Background: an optimization exercise with open tools, aiming at small area, a short achievable clock period and few clock cycles per item. Do not read the settings as production practice.
The RTL was checked by simulation tests, not by an equivalence proof against the original design.

**flow/run.sh**
```bash
#!/bin/bash
# synth_recipe.tcl (not shown) runs the flow's synth.tcl, then flattens the netlist and writes it again
# the make line also repeats each setting of config.mk as NAME=value (left out here)
make -C /OpenROAD-flow-scripts/flow DESIGN_CONFIG=/design/flow/config.mk WORK_HOME=/design/flow/orfs CLKGATE_MAP_FILE= SYNTH_SCRIPT=/design/flow/synth_recipe.tcl finish
```
**flow/config.mk**
```make
export PLATFORM = sky130hd
export DESIGN_NAME = pa_inc
export DESIGN_NICKNAME = pa_inc
export VERILOG_FILES = /design/flow/design.v
export SDC_FILE = /design/flow/constraint.sdc
export NUM_CORES = 4
export LEC_CHECK = 0
export CAP_MARGIN = 20
export CORE_MARGIN = 2
export CORE_UTILIZATION = 30
export SLEW_MARGIN = 20
```
**flow/constraint.sdc**
```tcl
create_clock -name core_clock -period 25.0 [get_ports {clk}]
set_input_delay 5.0000 -clock core_clock [delete_from_list [all_inputs] [get_ports {clk}]]
set_output_delay 5.0000 -clock core_clock [all_outputs]
set_load 0.01 [all_outputs]
```
**flow/design.v**
```verilog
module fp64_round (
    input  wire               sign,
    input  wire signed [13:0] e,
    input  wire [54:0]        sig,
    output reg  [63:0]        y
);
    reg [13:0]  sh;
    reg [118:0] wide;
    reg [54:0]  m;
    reg [10:0]  ef;
    reg         rnd;
    reg [62:0]  mag;
    always @* begin
        if (e >= 14'sd1) begin
            m  = sig;
            ef = e[10:0];
            sh = 14'd0;
            wide = 119'd0;
        end else begin
            sh = 14'd1 - e;
            if (sh > 14'd63) sh = 14'd63;
            wide = {sig, 64'd0} >> sh[5:0];
            m  = {wide[118:65], wide[64] | (|wide[63:0])};
            ef = 11'd0;
        end
        rnd = m[1] & (m[0] | m[2]);
        mag = {ef, m[53:2]} + {62'd0, rnd};
        if (e > 14'sd2046)
            y = {sign, 11'h7FF, 52'd0};
        else
            y = {sign, mag};
    end
endmodule
module fp64_mul (
    input  wire [63:0] a,
    input  wire [63:0] b,
    output reg  [63:0] y
);
    localparam [63:0] QNAN = 64'h7FF8000000000000;
    wire        s  = a[63] ^ b[63];
    wire [10:0] ea = a[62:52];
    wire [10:0] eb = b[62:52];
    wire [51:0] fa = a[51:0];
    wire [51:0] fb = b[51:0];
    wire a_nan  = (ea == 11'h7FF) && (fa != 0);
    wire b_nan  = (eb == 11'h7FF) && (fb != 0);
    wire a_inf  = (ea == 11'h7FF) && (fa == 0);
    wire b_inf  = (eb == 11'h7FF) && (fb == 0);
    wire a_zero = (a[62:0] == 0);
    wire b_zero = (b[62:0] == 0);
    wire [52:0]  ma = {ea != 0, fa};
    wire [52:0]  mb = {eb != 0, fb};
    wire [105:0] p  = ma * mb;
    reg  [6:0]         t;      
    reg  [105:0]       n;
    reg  signed [13:0] e;
    reg  [54:0]        sig;
    wire [63:0]        r;
    integer i;
    always @* begin
        t = 7'd0;
        for (i = 0; i < 106; i = i + 1)
            if (p[i]) t = i[6:0];
        n   = p << (7'd105 - t);
        e   = $signed({7'd0, t}) + $signed({3'd0, (ea == 0) ? 11'd1 : ea})
            + $signed({3'd0, (eb == 0) ? 11'd1 : eb}) - 14'sd1127;
        sig = {n[105:52], |n[51:0]};
    end
    fp64_round u_round (.sign(s), .e(e), .sig(sig), .y(r));
    always @* begin
        if (a_nan || b_nan || (a_inf && b_zero) || (b_inf && a_zero))
            y = QNAN;
        else if (a_inf || b_inf)
            y = {s, 11'h7FF, 52'd0};
        else if (a_zero || b_zero)
            y = {s, 63'd0};
        else
            y = r;
    end
endmodule
module fp64_div (
    input  wire        clk,
    input  wire        rst,
    input  wire        start,
    input  wire [63:0] a,
    input  wire [63:0] b,
    output reg         busy,
    output reg         done,
    output reg  [63:0] y
);
    localparam [63:0] QNAN = 64'h7FF8000000000000;
    wire        s  = a[63] ^ b[63];
    wire [10:0] ea = a[62:52];
    wire [10:0] eb = b[62:52];
    wire [51:0] fa = a[51:0];
    wire [51:0] fb = b[51:0];
    wire a_nan  = (ea == 11'h7FF) && (fa != 0);
    wire b_nan  = (eb == 11'h7FF) && (fb != 0);
    wire a_inf  = (ea == 11'h7FF) && (fa == 0);
    wire b_inf  = (eb == 11'h7FF) && (fb == 0);
    wire a_zero = (a[62:0] == 0);
    wire b_zero = (b[62:0] == 0);
    wire [52:0] xa = {ea != 0, fa};
    wire [52:0] xb = {eb != 0, fb};
    reg [52:0] ma, mb;
    reg [5:0]  la, lb;
    reg signed [13:0] e0;
    integer i;
    always @* begin
        la = 6'd0;
        lb = 6'd0;
        for (i = 0; i < 53; i = i + 1) begin
            if (xa[i]) la = 6'd52 - i[5:0];
            if (xb[i]) lb = 6'd52 - i[5:0];
        end
        ma = xa << la;
        mb = xb << lb;
        e0 = $signed({3'd0, (ea == 0) ? 11'd1 : ea}) - $signed({8'd0, la})
           - $signed({3'd0, (eb == 0) ? 11'd1 : eb}) + $signed({8'd0, lb}) + 14'sd1023;
    end
    reg               sign_r;
    reg signed [13:0] e_r;
    reg [53:0]        rem;      
    reg [52:0]        dvs;
    reg [54:0]        q;
    reg [5:0]         cnt;
    wire               top   = q[54];
    wire signed [13:0] e_fin = top ? e_r : e_r - 14'sd1;
    wire [54:0]        sig   = top ? {q[54:1], q[0] | (rem != 0)}
                                   : {q[53:0], rem != 0};
    wire [63:0]        r;
    fp64_round u_round (.sign(sign_r), .e(e_fin), .sig(sig), .y(r));
    always @(posedge clk) begin
        if (rst) begin
            busy <= 1'b0;
            done <= 1'b0;
            y    <= 64'd0;
        end else begin
            done <= 1'b0;
            if (!busy) begin
                if (start) begin
                    if (a_nan || b_nan || (a_inf && b_inf) || (a_zero && b_zero)) begin
                        y    <= QNAN;
                        done <= 1'b1;
                    end else if (a_inf || b_zero) begin
                        y    <= {s, 11'h7FF, 52'd0};
                        done <= 1'b1;
                    end else if (a_zero || b_inf) begin
                        y    <= {s, 63'd0};
                        done <= 1'b1;
                    end else begin
                        sign_r <= s;
                        e_r    <= e0;
                        rem    <= {1'b0, ma};
                        dvs    <= mb;
                        q      <= 55'd0;
                        cnt    <= 6'd0;
                        busy   <= 1'b1;
                    end
                end
            end else begin
                if (cnt == 6'd55) begin
                    y    <= r;
                    done <= 1'b1;
                    busy <= 1'b0;
                end else begin
                    if ({1'b0, rem} >= {2'b00, dvs}) begin
                        q   <= {q[53:0], 1'b1};
                        rem <= {rem[52:0] - dvs[52:0], 1'b0};
                    end else begin
                        q   <= {q[53:0], 1'b0};
                        rem <= {rem[52:0], 1'b0};
                    end
                    cnt <= cnt + 6'd1;
                end
            end
        end
    end
endmodule
module pa_inc (
    input  wire        clk,
    input  wire        rst,
    input  wire        in_valid,
    output wire        in_ready,
    input  wire [63:0] in_f,
    input  wire [63:0] in_fs,
    output reg         out_valid,
    output reg  [63:0] out_inc
);
    localparam [63:0] TWO_PI = 64'h401921FB54442D18;
    localparam [1:0]  S_IDLE = 2'd0, S_MUL = 2'd1, S_DIV = 2'd2, S_WAIT = 2'd3;
    reg [1:0]  state;
    reg [63:0] f_r;
    reg [63:0] fs_r;
    reg [63:0] prod_r;
    wire [63:0] prod;
    fp64_mul u_mul (.a(TWO_PI), .b(f_r), .y(prod));
    wire        div_busy;
    wire        div_done;
    wire [63:0] quot;
    fp64_div u_div (
        .clk(clk), .rst(rst),
        .start(state == S_DIV), .a(prod_r), .b(fs_r),
        .busy(div_busy), .done(div_done), .y(quot));
    assign in_ready = (state == S_IDLE);
    always @(posedge clk) begin
        if (rst) begin
            state     <= S_IDLE;
            out_valid <= 1'b0;
            out_inc   <= 64'd0;
        end else begin
            out_valid <= 1'b0;
            case (state)
                S_IDLE: if (in_valid) begin
                    f_r   <= in_f;
                    fs_r  <= in_fs;
                    state <= S_MUL;
                end
                S_MUL: begin
                    prod_r <= prod;
                    state  <= S_DIV;
                end
                S_DIV: state <= S_WAIT;
                default: if (div_done) begin
                    out_valid <= 1'b1;
                    out_inc   <= quot;
                    state     <= S_IDLE;
                end
            endcase
        end
    end
endmodule
```
==> flow_metrics.env <==
export IMPL_avgViaCountPerCell=5.86
export IMPL_syn_avg_cell_area_sq_um=8.61
export IMPL_ys_seq_elements=508
export IMPL_drt_iter0_drc=11900
export IMPL_nFillCells=33958
export IMPL_ff_latch_area_sq_um=13900
export IMPL_min_path_type="reg2reg"
export IMPL_ff2ff_setup_slack_ps=3530
export IMPL_clk_pin_slew_ps=70
export IMPL_synth_main_ff_cell="edfxtp_1"
export IMPL_drv_slew=0
export IMPL_dp_slack_ps=4020
export IMPL_num_io_pins=197
export IMPL_clock_path_buffers=3
export IMPL_hold_viol_final=0
export IMPL_die_h_um=572
export IMPL_critPathMaxFanout=40
export IMPL_post_cts_resize_count=0
export IMPL_r2r_start="f_r[7]$_DFFE_PP_"
export IMPL_synth_seq_area_share_pct=14.4
export IMPL_worst_r2r_path_depth=66
export IMPL_slew_headroom_pct=12.6
export IMPL_drt_pre_antenna_iters=10
export IMPL_die_area_sq_um=327000
export IMPL_place_hpwl_um=362000
export IMPL_endpoint="prod_r[45]$_SDFFCE_PP0P_"
export IMPL_worst_path_most_repeated_cell="fa_1"
export IMPL_cts_hold_buf=0
export IMPL_yosys_warnings=4
export IMPL_cts_sinks=508
export IMPL_worstSetupPathType="reg2reg"
export IMPL_grt_total_usage_pct=26.6
export IMPL_core_area_sq_um=321000
export IMPL_start_util_pct=30.1
export IMPL_rows=208
export IMPL_wl_um=445000
export IMPL_cp_arrival_ps=21920
export IMPL_multi_input_area_sq_um=74600
export IMPL_maxCapViolCount=0
export IMPL_tns_ps=0
export IMPL_insertion_delay_ps=810
export IMPL_clock_fmax_mhz=46.6
export IMPL_antenna_found_initial=34
export IMPL_timing_rr_end="prod_r[45]$_SDFFCE_PP0P_"
export IMPL_async_flop_share_pct=0
export IMPL_place_congestion=1.05
export IMPL_min_period_over_period_pct=85.9
export IMPL_fin_crit_ps=21470
export IMPL_hold_depth=2
export IMPL_grt_overflow=0
export IMPL_finClkSkew_ps=92.0
export IMPL_grt_max_degree=97
export IMPL_netlist_area_sq_um=96800
export IMPL_fin_nets=13162
export IMPL_postSynthCellCount=11239
export IMPL_crit_path_start_kind="flop"
export IMPL_critical_path_max_stage_delay_ps=940
export IMPL_tightestPinTransition_ps=1310
export IMPL_final_cell_area_sq_um=106000
export IMPL_dr_total_vias=91174
export IMPL_setup_viol=0
export IMPL_required_ps=25440
export IMPL_grt_pass1_wl_um=640000
export IMPL_routedWlPerCell_um=28.6
export IMPL_route_detailed_drc=0
export IMPL_synth_edff_count=375
export IMPL_post_route_util_pct=33.1
export IMPL_endpoint_kind="flop"
export IMPL_slowest_stage="edfxtp_1"
export IMPL_synthToLayoutAreaGrowth_pct=9.75
export IMPL_placed_area_sq_um=104000
export IMPL_fin_ws_ps=3530
export IMPL_cts_tree="built"
export IMPL_port_buffers=196
export IMPL_layout_drive_gt1_share_pct=6.43
export IMPL_cts_made_buffers=61
export IMPL_status="complete, no violations"
export IMPL_grt_pass1_vias=89117
export IMPL_grt_setup_unrepaired="no"
export IMPL_crit_start="f_r[7]$_DFFE_PP_"
export IMPL_ant_nets=0
export IMPL_die_width_um=572
export IMPL_cts_root_buffer="clkbuf_16"
export IMPL_cts_setup_buffers=0
export IMPL_synth_distinct_cells=131
export IMPL_cts_max_level=2
-- per-stage QoR --
step,std cells,hold slack [ps]
after floorplan,11240,431
after global placement,15421,442
after detailed placement,15422,446
after CTS,15535,394
after global routing,15546,435
final,15561,422
-- synth_stat cells, types with 37 or more instances --
master / number / area [sq um]
inv_1: 1687 / 6330
fa_1: 967 / 19400
ha_1: 884 / 11100
nand2_1: 824 / 3090
nor2_1: 714 / 2680
mux2i_1: 648 / 6490
a21oi_1: 612 / 3060
edfxtp_1: 375 / 11300
o21ai_0: 367 / 1840
clkbuf_1: 366 / 1370
nor3_1: 276 / 1380
nand3_1: 259 / 1300
a211oi_1: 205 / 1540
xnor2_1: 178 / 1560
a21o_1: 152 / 1140
and2_1: 144 / 901
dfxtp_1: 133 / 2660
o22ai_1: 123 / 769
a22oi_1: 119 / 893
nor4_1: 112 / 701
a31oi_1: 111 / 694
o211ai_1: 107 / 803
nand4_1: 105 / 657
xor2_1: 105 / 920
buf_2: 97 / 485
and3_1: 80 / 500
mux2_2: 77 / 867
mux4_2: 74 / 1670
buf_1: 71 / 267
o21a_1: 71 / 533
a221oi_1: 64 / 561
or3_1: 60 / 375
o21bai_1: 55 / 413
nand2b_1: 54 / 338
o221ai_1: 47 / 412
o21ai_1: 46 / 230
o31ai_1: 42 / 315
or2_2: 41 / 257
o2111ai_1: 37 / 324
-- routing by layer --
metal / vias to the layer above / track usage, % / wire (um) / part of all wire (%)
li1: 39764 / - / - / -
met1: 45151 / 36.1 / 187000 / 42
met2: 5188 / 39.7 / 187000 / 42
met3: 1055 / 6.53 / 45400 / 10
met4: 16 / 12.2 / 24500 / 5.5
met5: - / 0 / 99 / 0.022
-- worst min path at each step --
stage	startpoint	end	slack (ps)
6_report	u_div.y[34]$_SDFFE_PP0P_	out_inc[34]$_SDFFE_PP0P_	420
2_1_floorplan	u_div.y[21]$_SDFFE_PP0P_	out_inc[21]$_SDFFE_PP0P_	430
4_1_cts	u_div.y[34]$_SDFFE_PP0P_	out_inc[34]$_SDFFE_PP0P_	390
3_3_place_gp	out_inc[49]$_SDFFE_PP0P_	out_inc[49]$_SDFFE_PP0P_	440
3_5_place_dp	out_inc[57]$_SDFFE_PP0P_	out_inc[57]$_SDFFE_PP0P_	450
5_1_grt	u_div.y[34]$_SDFFE_PP0P_	out_inc[34]$_SDFFE_PP0P_	430
-- registers in the layout, summed over array words and instances (netlist names) --
signal        count
f_r              64
fs_r             64
out_inc          64
out_valid         1
prod_r           64
state             2
u_div.busy        1
u_div.cnt         6
u_div.done        1
u_div.dvs        53
u_div.e_r        14
u_div.q          55
u_div.rem        54
u_div.sign_r      1
u_div.y          64
-- area by class of cell --
type	count	area share, %
antenna	26	0.0612
clock buffer	79	1.64
clock inverter	34	0.334
inverter	1699	6.01
multi-input combinational	8476	70.2
sequential	508	13.1
tap	4305	5.07
timing repair buffer	434	3.57
-- cells in the final DEF, fill, tap and decap left out, types with 132 or more instances in the layout --
cell	count
fa_1	967
a21o_1	152
xnor2_1	178
clkdlybuf4s50_1	195
edfxtp_1	375
a21oi_1	608
nand2_1	819
nand3_1	256
o21ai_0	365
nor3_1	267
and2_1	142
dfxtp_1	132
ha_1	883
inv_1	1686
nor2_1	703
a211oi_1	203
buf_4	234
mux2i_1	646
-- critical path: cells and delay by family (launching register included) --
kind	cells	cell delay (ps)
XOR/XNOR	2	710
AO/OA/AOI/OAI	24	6240
flip-flops	1	940
buffers and inverters	10	2340
adder cells (fa/ha/maj)	14	6000
AND/OR/NAND/NOR	16	4770
-- cells by family (layout without fill, tap and decap cells) --
group / after synthesis / after routing / share of synthesized area [%]
AOI/OAI and AO/OA: 2681 / 2681 / 19.1
muxes: 802 / 802 / 9.35
DFF: 508 / 508 / 14.4
adders and majority gates: 1851 / 1851 / 31.4
other: 1 / 28 / 0.00387
buffers and inverters: 2256 / 2246 / 8.98
xor gates and xnor gates: 283 / 283 / 2.56
and+or+nand+nor: 2857 / 2857 / 14.2
Testbench counts, summed over its fixed seeds: cycles 192,008, items 3,200.

what the ideal ports hide:
Ports are ideal in the flow. The routed layout listed here was re-timed in OpenROAD.
Step 1 assumes that a clkbuf_16 drives the clock port and a buf_2 every other input.
Step 2 also shifts input and output timing later by t, the mid clock arrival at the registers, as if the neighbouring blocks saw the same clock.
Three values: no drivers, after step 1, after step 2; two values: the first two.
t, ns: 0.868
setup WS [ns]: 3.527 / 3.527 / 3.527
worst hold slack (ns): 0.422 / 0.422 / 0.422
clock arrival spread, ns: 0.092 / 0.092
cell pins on the clock port's net: 1
After both steps this run still meets setup and hold. The setup slack of this run moves by 0.000 ns with the drivers and by 0.000 ns with both steps.
